This design comes from an exercise in tuning for small area on the open sky130 flow, not from production work.
RTL that was checked went through simulation tests only; none was proved equivalent to the original.
No activity file was given, so power comes from the tool's default toggle rates.

==> v29 <==
==> flow/design.v <==
module ring_fifo #(
    parameter integer MSG_W = 100,
    parameter integer PTR_W = 3,
    parameter integer IS_TX = 0
) (
    input  wire             clk,
    input  wire             wrst,
    input  wire             wreq,
    input  wire [MSG_W-1:0] wmsg,
    output wire             wr_full,
    output wire             wr_ack,
    output wire             wr_ovf,
    output wire [PTR_W-1:0] wr_count,
    input  wire             rrst,
    input  wire             rreq,
    input  wire             racc,
    output wire             rd_valid,
    output wire [MSG_W-1:0] rd_data,
    output wire             rd_offer,
    output wire             rd_ack,
    output wire             rd_defer,
    output wire [PTR_W-1:0] rd_count
);
    localparam integer N = 1 << PTR_W;
    reg [PTR_W-1:0] head;
    reg [PTR_W-1:0] tail;
    reg [MSG_W-1:0] mem [0:N-1];
    wire [PTR_W-1:0] head_inc = head + 1'b1;
    wire [PTR_W-1:0] tail_inc = tail + 1'b1;
    wire [PTR_W-1:0] count    = head - tail;    
    wire full  = (head_inc == tail);
    wire empty = (head == tail);
    wire enq = !wrst && wreq;
    assign wr_full  = full;
    assign wr_count = count;
    assign wr_ack   = enq && !full;
    assign wr_ovf   = enq && full;
    always @(posedge clk) begin
        if (wrst)
            head <= {PTR_W{1'b0}};
        else if (wr_ack)
            head <= head_inc;
    end
    always @(posedge clk) begin
        if (wr_ack)
            mem[head] <= wmsg;
    end
    wire peek = !rrst && rreq;
    assign rd_valid = !empty;
    assign rd_count = count;
    assign rd_data  = mem[tail];
    assign rd_offer = peek && !empty;
    assign rd_ack   = rd_offer && (IS_TX == 0 || racc);
    assign rd_defer = rd_offer && (IS_TX != 0) && !racc;
    always @(posedge clk) begin
        if (rrst)
            tail <= {PTR_W{1'b0}};
        else if (rd_ack)
            tail <= tail_inc;
    end
endmodule
module relay (
    input  wire         clk,
    input  wire         rst,
    input  wire         tx_wreq,
    input  wire [99:0]  tx_wmsg,
    output wire         tx_wr_full,
    output wire         tx_wr_ack,
    output wire         tx_wr_ovf,
    output wire [2:0]   tx_wr_count,
    input  wire         rx_wreq,
    input  wire [99:0]  rx_wmsg,
    output wire         rx_wr_full,
    output wire         rx_wr_ack,
    output wire         rx_wr_ovf,
    output wire [2:0]   rx_wr_count,
    input  wire         tick,
    input  wire         rxp,
    input  wire         txacc,
    input  wire [31:0]  ts,
    output wire         rx_fetch,
    output wire         tx_offer,
    output wire [99:0]  tx_data,
    output wire         tx_ack,
    output wire         tx_defer,
    output wire         rx_offer,
    output wire [99:0]  rx_data,
    output wire [2:0]   tx_count,
    output wire [2:0]   rx_count
);
    reg  [31:0] last_ts;
    wire tick_cmd   = !rst && tick;
    wire qualifying = tick_cmd && (ts != last_ts);
    wire tx_valid, rx_valid;
    wire rx_ack_unused, rx_defer_unused;
    assign rx_fetch = tick_cmd && rxp;
    always @(posedge clk) begin
        if (rst)
            last_ts <= 32'd0;
        else if (qualifying)
            last_ts <= ts;
    end
    ring_fifo #(.IS_TX(1)) u_tx (
        .clk      (clk),
        .wrst     (rst),
        .wreq     (tx_wreq),
        .wmsg     (tx_wmsg),
        .wr_full  (tx_wr_full),
        .wr_ack   (tx_wr_ack),
        .wr_ovf   (tx_wr_ovf),
        .wr_count (tx_wr_count),
        .rrst     (rst),
        .rreq     (qualifying && tx_valid),
        .racc     (txacc),
        .rd_valid (tx_valid),
        .rd_data  (tx_data),
        .rd_offer (tx_offer),
        .rd_ack   (tx_ack),
        .rd_defer (tx_defer),
        .rd_count (tx_count)
    );
    ring_fifo #(.IS_TX(0)) u_rx (
        .clk      (clk),
        .wrst     (rst),
        .wreq     (rx_wreq),
        .wmsg     (rx_wmsg),
        .wr_full  (rx_wr_full),
        .wr_ack   (rx_wr_ack),
        .wr_ovf   (rx_wr_ovf),
        .wr_count (rx_wr_count),
        .rrst     (rst),
        .rreq     (qualifying && rx_valid),
        .racc     (1'b1),
        .rd_valid (rx_valid),
        .rd_data  (rx_data),
        .rd_offer (rx_offer),
        .rd_ack   (rx_ack_unused),
        .rd_defer (rx_defer_unused),
        .rd_count (rx_count)
    );
endmodule
==> flow/run.sh <==
#!/bin/bash
# synth_recipe.tcl (not shown) runs the flow's synth.tcl, then flattens the netlist and writes it again
# the make line also repeats each setting of config.mk as NAME=value (left out here)
make -C /OpenROAD-flow-scripts/flow DESIGN_CONFIG=/design/flow/config.mk WORK_HOME=/design/flow/orfs CLKGATE_MAP_FILE= SYNTH_SCRIPT=/design/flow/synth_recipe.tcl finish
==> flow/config.mk <==
export PLATFORM = sky130hd
export DESIGN_NAME = relay
export DESIGN_NICKNAME = relay
export VERILOG_FILES = /design/flow/design.v
export SDC_FILE = /design/flow/constraint.sdc
export NUM_CORES = 4
export LEC_CHECK = 0
export CAP_MARGIN = 20
export CORE_MARGIN = 2
export CORE_UTILIZATION = 40
export SLEW_MARGIN = 20
==> flow/constraint.sdc <==
create_clock -name core_clock -period 6.0 [get_ports {clk}]
set_input_delay 1.2000 -clock core_clock [delete_from_list [all_inputs] [get_ports {clk}]]
set_output_delay 1.2000 -clock core_clock [all_outputs]
set_load 0.01 [all_outputs]
==> v4: changes against v29 <==
==> flow/design.v (replaced) <==
module ring_fifo #(
    parameter integer MSG_W = 100
) (
    input  wire             clk,
    input  wire             rst,
    input  wire             wreq,
    input  wire [MSG_W-1:0] wmsg,
    output wire             full,
    output wire             wr_ack,
    output wire             wr_ovf,
    output wire [2:0]       count,
    input  wire             adv,      
    output wire             empty,
    output wire [MSG_W-1:0] rd_data
);
    reg [6:0] head;    
    reg [6:0] tail;    
    reg [2:0] cnt;     
    reg [MSG_W-1:0] mem [0:6];
    assign count  = cnt;
    assign full   = (cnt == 3'd7);
    assign empty  = (cnt == 3'd0);
    wire enq = !rst && wreq;
    assign wr_ack = enq && !full;
    assign wr_ovf = enq && full;
    always @(posedge clk) begin
        if (rst) begin
            head <= 7'b0000001;
            tail <= 7'b0000001;
            cnt  <= 3'd0;
        end else begin
            if (wr_ack)
                head <= {head[5:0], head[6]};
            if (adv)
                tail <= {tail[5:0], tail[6]};
            cnt <= cnt + {2'b00, wr_ack} - {2'b00, adv};
        end
    end
    genvar i;
    generate
        for (i = 0; i < 7; i = i + 1) begin : g_slot
            always @(posedge clk) begin
                if (wr_ack && head[i])
                    mem[i] <= wmsg;
            end
        end
    endgenerate
    reg [MSG_W-1:0] rd_or;
    integer k;
    always @(*) begin
        rd_or = {MSG_W{1'b0}};
        for (k = 0; k < 7; k = k + 1)
            rd_or = rd_or | (mem[k] & {MSG_W{tail[k]}});
    end
    assign rd_data = rd_or;
endmodule
module relay (
    input  wire         clk,
    input  wire         rst,
    input  wire         tx_wreq,
    input  wire [99:0]  tx_wmsg,
    output wire         tx_wr_full,
    output wire         tx_wr_ack,
    output wire         tx_wr_ovf,
    output wire [2:0]   tx_wr_count,
    input  wire         rx_wreq,
    input  wire [99:0]  rx_wmsg,
    output wire         rx_wr_full,
    output wire         rx_wr_ack,
    output wire         rx_wr_ovf,
    output wire [2:0]   rx_wr_count,
    input  wire         tick,
    input  wire         rxp,
    input  wire         txacc,
    input  wire [31:0]  ts,
    output wire         rx_fetch,
    output wire         tx_offer,
    output wire [99:0]  tx_data,
    output wire         tx_ack,
    output wire         tx_defer,
    output wire         rx_offer,
    output wire [99:0]  rx_data,
    output wire [2:0]   tx_count,
    output wire [2:0]   rx_count
);
    reg  [31:0] last_ts;
    wire tick_cmd   = !rst && tick;
    wire qualifying = tick_cmd && (ts != last_ts);
    wire tx_empty, rx_empty;
    wire [2:0] tx_n, rx_n;
    assign rx_fetch = tick_cmd && rxp;
    always @(posedge clk) begin
        if (rst)
            last_ts <= 32'd0;
        else if (tick)
            last_ts <= ts;
    end
    assign tx_offer = qualifying && !tx_empty;
    assign tx_ack   = tx_offer && txacc;
    assign tx_defer = tx_offer && !txacc;
    assign rx_offer = qualifying && !rx_empty;
    assign tx_wr_count = tx_n;
    assign tx_count    = tx_n;
    assign rx_wr_count = rx_n;
    assign rx_count    = rx_n;
    ring_fifo u_tx (
        .clk     (clk),
        .rst     (rst),
        .wreq    (tx_wreq),
        .wmsg    (tx_wmsg),
        .full    (tx_wr_full),
        .wr_ack  (tx_wr_ack),
        .wr_ovf  (tx_wr_ovf),
        .count   (tx_n),
        .adv     (tx_ack),
        .empty   (tx_empty),
        .rd_data (tx_data)
    );
    ring_fifo u_rx (
        .clk     (clk),
        .rst     (rst),
        .wreq    (rx_wreq),
        .wmsg    (rx_wmsg),
        .full    (rx_wr_full),
        .wr_ack  (rx_wr_ack),
        .wr_ovf  (rx_wr_ovf),
        .count   (rx_n),
        .adv     (rx_offer),
        .empty   (rx_empty),
        .rd_data (rx_data)
    );
endmodule
ABC_CLOCK_PERIOD_IN_PS = 100000   (was unset)
==> Flow_metrics.wiki <==
{| class="wikitable"
! Metric !! Value
|-
| Number of antenna cells inserted || 12
|-
| Run status || finished clean
|-
| Combinational cell power || between 3 and 4 mW
|-
| Slew headroom || 31.5%
|-
| Maximum operating frequency || a little over 0.2 GHz
|-
| Clock tree cell share of total cell area || under 10%
|-
| Synthesized net count || between 2,000 and 3,000
|}
That was v29.
==> Flow_metrics.wiki <==
{| class="wikitable"
! Metric !! Value
|-
| Maximum operating frequency || 0.207 GHz
|-
| Run status || finished clean
|-
| Combinational cell power || 2.31 mW
|-
| Clock tree cell share of total cell area || around 7.6%
|-
| Number of antenna cells inserted || 5
|}
That was v4.
The RTL of v29 was laid out without a check of its function.

afterwards: timing with drivers on the ports:
The flow's constraints put no driver on any port. The routed layouts listed below were extracted and timed again, unchanged, in two steps.
Step 1 sets driving cells, clkbuf_16 on the clock port and buf_2 on the other inputs (assumed; they add their load-dependent delay and slew).
Step 2 moves the port delays by t, midway between the first and last clock arrival at a register: inputs arrive t later, outputs are due t later. That takes back most of the time a late clock gives input paths.
Three values: ideal ports, drivers, drivers and shift; two values: the first two.
run | t, ns | setup WS [ns] | worst slew at a driven data input, ns | pins driven straight from the clock port
v29 | 0.849 | 1.127 / 1.055 / 1.104 | 0.13 | 1
v4 | 0.824 | 1.173 / 1.151 / 1.151 | 0.19 | 1
After both steps setup and hold are still met in every run listed. For v29, which loses most, drivers alone change the setup slack by -0.072 ns; drivers and shift together by -0.023 ns.
